Context: an optimization exercise on an open-source flow, tuned for small area, a short achievable clock period and few clock cycles. The choices shown serve that exercise and are no tape-out recipe. Only simulation tests tie the RTL to the original design; equivalence was not proved. Power figures rest on the tool's default switching activity, not on a simulated workload.

main:
// msrcc
module msrcc (
    input  wire       clk,
    input  wire       rst,           
    input  wire       bus_valid,
    input  wire       bus_we,
    input  wire [9:0] bus_addr,
    input  wire [7:0] bus_wdata,
    output reg        bus_ready,
    output reg  [7:0] bus_rdata
);
For scale: about 7000 cells after synthesis, ~4300 flip-flops, ~0.10 mm² of cells after synthesis.
Settings: LEC_CHECK=0, CAP_MARGIN=20, CORE_MARGIN=2, CORE_UTILIZATION=40, CTS_CLUSTER_DIAMETER=60, CTS_CLUSTER_SIZE=28, PLACE_DENSITY=0.6, SETUP_SLACK_MARGIN=3.8, SLEW_MARGIN=20; clock period 8.0 ns.
run.sh (not shown) runs the stock make flow with config.mk's settings and CLKGATE_MAP_FILE= SYNTH_SCRIPT=/design/flow/synth_recipe.tcl, a recipe that flattens the netlist after the stock synthesis.
Testbench counts of main, summed over its fixed seeds: cycles 63,721.
diff inputs: main => the feature branch
diff --git a/flow/design.v b/flow/design.v
--- a/flow/design.v
+++ b/flow/design.v
@@ -70,19 +70,19 @@
     input  wire       clk,
     input  wire       rst,           
     input  wire       bus_valid,
     input  wire       bus_we,
     input  wire [9:0] bus_addr,
     input  wire [7:0] bus_wdata,
     output reg        bus_ready,
     output reg  [7:0] bus_rdata
 );
-    localparam PB = 4;               
+    localparam PB = 3;               
     localparam P  = 1 << PB;         
     localparam TB = 8 - PB;
     localparam T  = 1 << TB;         
     localparam A_CMD    = 10'h000;
     localparam A_STATUS = 10'h001;
     localparam A_DIN    = 10'h002;
     localparam A_DOUT   = 10'h003;
     localparam A_LEN    = 10'h004;
     localparam A_OLEN   = 10'h005;
==> comparison <==
Re number of buffers inserted by port buffering: no difference whatsoever between the feature branch and main.
Largest net degree at the start of global routing in the feature branch is 15 higher than in main
Looking at clock network fraction of total power, the feature branch sits 0.2 points higher than main does.
Looking at multiplexer share of the synthesized area across main and the feature branch, the one that comes out higher is the feature branch.
The feature branch reports a higher worst hold slack than main does.
Initial antenna violation count up 2 in the feature branch wrt main
The feature branch vs. main: floorplan die height rose 25 µm; maximum frequency from static timing analysis increased about 0.45%; first-pass GRT wire length went up 31%; synthesized cell count went up by 1473; net switching power figure rose by 2.4%.
Compare main and the feature branch | worst setup timing slack at the placement stage lower: main
Of main and the feature branch, the feature branch shows the lower sequential share of cell area, with main above it.
The feature branch: post-synthesis adder-cell area fraction 0.81 points above main
Testbench counts of the feature branch, summed over its fixed seeds: cycles 60,489.

---

## alpha
msrcc with an RTL version that a note above also has.
Size: about 8,400 cells after synthesis, ~4,300 flip-flops, about 31 I/O pins.
Settings: LEC_CHECK=0, CAP_MARGIN=20, CORE_MARGIN=2, CORE_UTILIZATION=40, CTS_CLUSTER_DIAMETER=65, CTS_CLUSTER_SIZE=30, PLACE_DENSITY=0.6, SETUP_SLACK_MARGIN=3.8, SLEW_MARGIN=20; clock period 8.0 ns.
Testbench counts of alpha, summed over its fixed seeds: cycles 60,489.
## Diff of input files: beta against alpha
--- a/flow/design.v
+++ b/flow/design.v
@@ -185,15 +185,15 @@
     assign lim_gt[T-1] = 1'b0;
     genvar q;
     generate
         for (q = 0; q < T - 1; q = q + 1) begin : th
             assign lim_gt[q] = lim_gt[q+1] | lim_oh[q+1];
         end
     endgenerate
-    wire [8*T-1:0] inext2, onext2;
+    wire [8*T-1:0] inext, onext;
     genvar s;
     generate
         for (s = 0; s < T; s = s + 1) begin : rg
             reg  [8*P-1:0] ir;
             reg  [8*P-1:0] orb;
             wire [7:0] it = ir[7:0];
             wire [7:0] ot = orb[7:0];
@@ -206,16 +206,16 @@
             wire iwe   = ibuf_wr & (bus_addr[7:PB] == s);
             wire wlt   = wpass & lt;                       
             wire keep  = ~(wpass & (lt | (rf_dec & eq)));  
             always @(posedge clk) begin
                 ir  <= {(iwe ? bus_wdata : it), ir[8*P-1:8]};
                 orb <= {(({8{wlt}} & y_s) | ({8{keep}} & ot)), orb[8*P-1:8]};
             end
-            assign inext2[8*s +: 8] = ir[23:16];
-            assign onext2[8*s +: 8] = orb[23:16];
+            assign inext[8*s +: 8] = ir[15:8];
+            assign onext[8*s +: 8] = orb[15:8];
         end
     endgenerate
     wire chk_here = chk & mc & ~cr & (cur == scn_e) & (scn_e != run_n);
     wire chk_end  = chk & (scn_e == run_n);
     wire [7:0] chk_okv = okvec(rq);
     wire chk_fail = chk_here & ~chk_okv[run_fi] & ~rf_pd;
     wire chk_pm   = run_sel[15] ? ^rq[6:0] : ^rq[4:0];
@@ -228,18 +228,18 @@
         reg   [PB-1:0] r;
         begin
             r   = e[PB-1:0] - gg - dmin;
             aim = e - ({5'd0, dmin} + {{(8-PB){1'b0}}, r}) + 8'd1;
         end
     endfunction
     wire [7:0] cur_inc  = cur + 8'd1;
-    wire [7:0] aim_miss = aim(bus_addr[7:0], g, 3);
+    wire [7:0] aim_miss = aim(bus_addr[7:0], g, 2);
     wire [7:0] rd_dist  = bus_addr[7:0] - cur;    
     wire [7:0] aim_out  = aim(8'h00, g, 3);
-    wire [7:0] aim_chk  = aim(8'h00, g, 3);
+    wire [7:0] aim_chk  = aim(8'h00, g, 2);
     function [7:0] regval;
         input [9:0] a;
         begin
             case (a)
                 A_CMD:    regval = cmd_r;
                 A_STATUS: regval = status_r;
                 A_DIN:    regval = din_r;
@@ -247,28 +247,24 @@
                 A_LEN:    regval = len_r;
                 A_OLEN:   regval = olen_r;
                 A_EIDX:   regval = eidx_r;
                 default:  regval = 8'h00;
             endcase
         end
     endfunction
-    wire [7:0]    cur2  = cur + 8'd2;
-    wire [TB-1:0] cs2   = cur2[7:PB];
-    reg  [7:0]    fi2, fo2, e2;
-    always @(posedge clk) begin
-        fi2 <= inext2[8*cs2 +: 8];
-        fo2 <= onext2[8*cs2 +: 8];
-        e2  <= cur2;
-    end
+    wire [TB-1:0] cs_nx = (done | hold_bg) ? aim_out[7:PB] : cur_inc[7:PB];
+    wire [7:0]    e_nx  = {cs_nx, g + 1'b1};           
+    wire [7:0]    i_nx  = inext[8*cs_nx +: 8];
+    wire [7:0]    o_nx  = onext[8*cs_nx +: 8];
     wire          wp_nx = run & bg & ~pass_end;
     wire [7:0]    f_y;
     wire          f_ok, f_pm;
-    msrcc_xform u_fwd (.x(fi2), .sel(run_sel), .y(f_y), .ok(f_ok), .pm(f_pm));
-    wire [7:0]    o_fw  = (wp_nx & (e2 < lim))           ? f_y   :
-                          (wp_nx & rf_dec & (e2 == lim)) ? 8'h00 : fo2;
+    msrcc_xform u_fwd (.x(i_nx), .sel(run_sel), .y(f_y), .ok(f_ok), .pm(f_pm));
+    wire [7:0]    o_fw  = (wp_nx & (e_nx < lim))           ? f_y   :
+                          (wp_nx & rf_dec & (e_nx == lim)) ? 8'h00 : o_nx;
     wire [7:0] status_fin = (lim != run_n) ? 8'h0D : {2'b00, pmis_fin, rxp_fin, 4'b0000};
     reg [9:0] ra_nx;
     reg       mc_nx, cr_nx;
     always @(*) begin
         ra_nx  = ra;
         mc_nx  = mc;
         cr_nx  = cr;
@@ -307,32 +303,31 @@
             ra  <= ra_nx;
             mc  <= mc_nx;
             cr  <= cr_nx;
             pan <= ~(mc_nx ? {cr_nx, ~cr_nx, cs_d, g + 1'b1} : ra_nx);
             if (done)
                 rq <= status_fin;
             else if (mc_nx)
-                rq <= cr_nx ? o_fw : fi2;
+                rq <= cr_nx ? o_fw : i_nx;
             else if (acc_wr & ((bus_addr == A_CMD) | (bus_addr == A_DIN) | (bus_addr == A_LEN)) &
                      (bus_addr == ra_nx))
                 rq <= bus_wdata;
             else
                 rq <= regval(ra_nx);
         end
     end
     always @(*) bus_rdata = rq;
     always @(*) begin
         bus_ready = (busy & (hold | done)) |
-                    (bus_we & (bus_addr[9] | (bus_addr[8] & lo_hit) |
-                               (~bus_addr[8] & (bus_addr[2] | bus_addr[1])))) |
+                    (bus_we & (bus_addr[9] | (bus_addr[8] & lo_hit))) |
                     (~bus_we & p_hit);
     end
     always @(*) begin
         cs_d = cur_inc[7:PB];
-        if (acc_rd & a_bufr & ~p_hit & (rd_dist > P + 2))
+        if (acc_rd & a_bufr & ~p_hit & (rd_dist > P + 1))
             cs_d = aim_miss[7:PB];
         if (hold_bg)
             cs_d = aim_out[7:PB];
         if (cmd_go)
             cs_d = aim_chk[7:PB];
         if (done)
             cs_d = aim_out[7:PB];
@@ -395,15 +390,15 @@
                 end
             end
             g  <= g + 1'b1;
             gn <= ~(g + 1'b1);
             cs  <= cs_d;
             csn <= ~cs_d;
             if (acc_wr) begin
-                if ((bus_addr[9:8] == 2'd0) & ~bus_addr[2] & ~bus_addr[1])
+                if (bus_addr[9:8] == 2'd0)
                     hold <= ~a_cmd;
                 if (cmd_ex) begin
                     hold_c  <= ~cmd_go | bg_go;
                     cmd_r   <= wcmd;
                     eidx_r  <= 8'h00;
                     hold    <= ~cmd_go | bg_go;
                     hold_bg <= cmd_go & bg_go;
--- outcome ---
Diff alpha -> beta: wire length of the first global-routing pass went up; longest individual stage delay on the worst path picked up an extra 310 ps; power dissipated in sequential cells level; CTS buffer count increased by 5 relative to the old numbers. | detailed router's first-iteration violation count | beta vs alpha | worse |. Per the comparison of beta with alpha, highest attainable clock frequency now sits lower; worst hold slack fell by 51 ps. Critical path depth came out higher on beta than on alpha. Re power of the combinational group: alpha and beta aren't equal, and the lower value belongs to alpha. In the route summary, beta ends up with a via count exceeding that of alpha. Post-route cell area (lower): alpha. beta vs. alpha: pin slew with the least headroom to its limit rose 61 ps; CTS clock-pin slew for the worst setup and hold paths about even. The time the worst path needs with I/O delays and setup in beta sits 370 ps above the value recorded for alpha.
Testbench counts of beta, summed over its fixed seeds: cycles 60,930.

[re-timing with driven ports]
How much do the figures lean on ideal ports? The routed layouts below were timed once more, with nothing changed but the port constraints. Step 1: set_driving_cell puts a clkbuf_16 on clk and a buf_2 on each other input, an assumption about the parent block. Step 2 times the ports against the registers' clock, not the clock port: input delays grow and output delays shrink by t, the midpoint of the rising clock arrivals with the driver on. a / b / c = ideal / step 1 / step 2; a / b = the first two.
run | t (ns) | setup WS [ns] | cell pins on the clock port's net
main | 0.949 | 3.659 / 3.600 / 2.998 | 1
the feature branch | 0.982 | 3.678 / 3.645 / 2.909 | 1
alpha | 0.972 | 3.697 / 3.663 / 2.924 | 1
beta | 1.001 | 3.329 / 3.329 / 2.808 | 1
After both steps setup and hold are still met in every run listed. The setup slack of alpha, which loses most, moves by -0.034 ns with the drivers and by -0.773 ns with both steps.
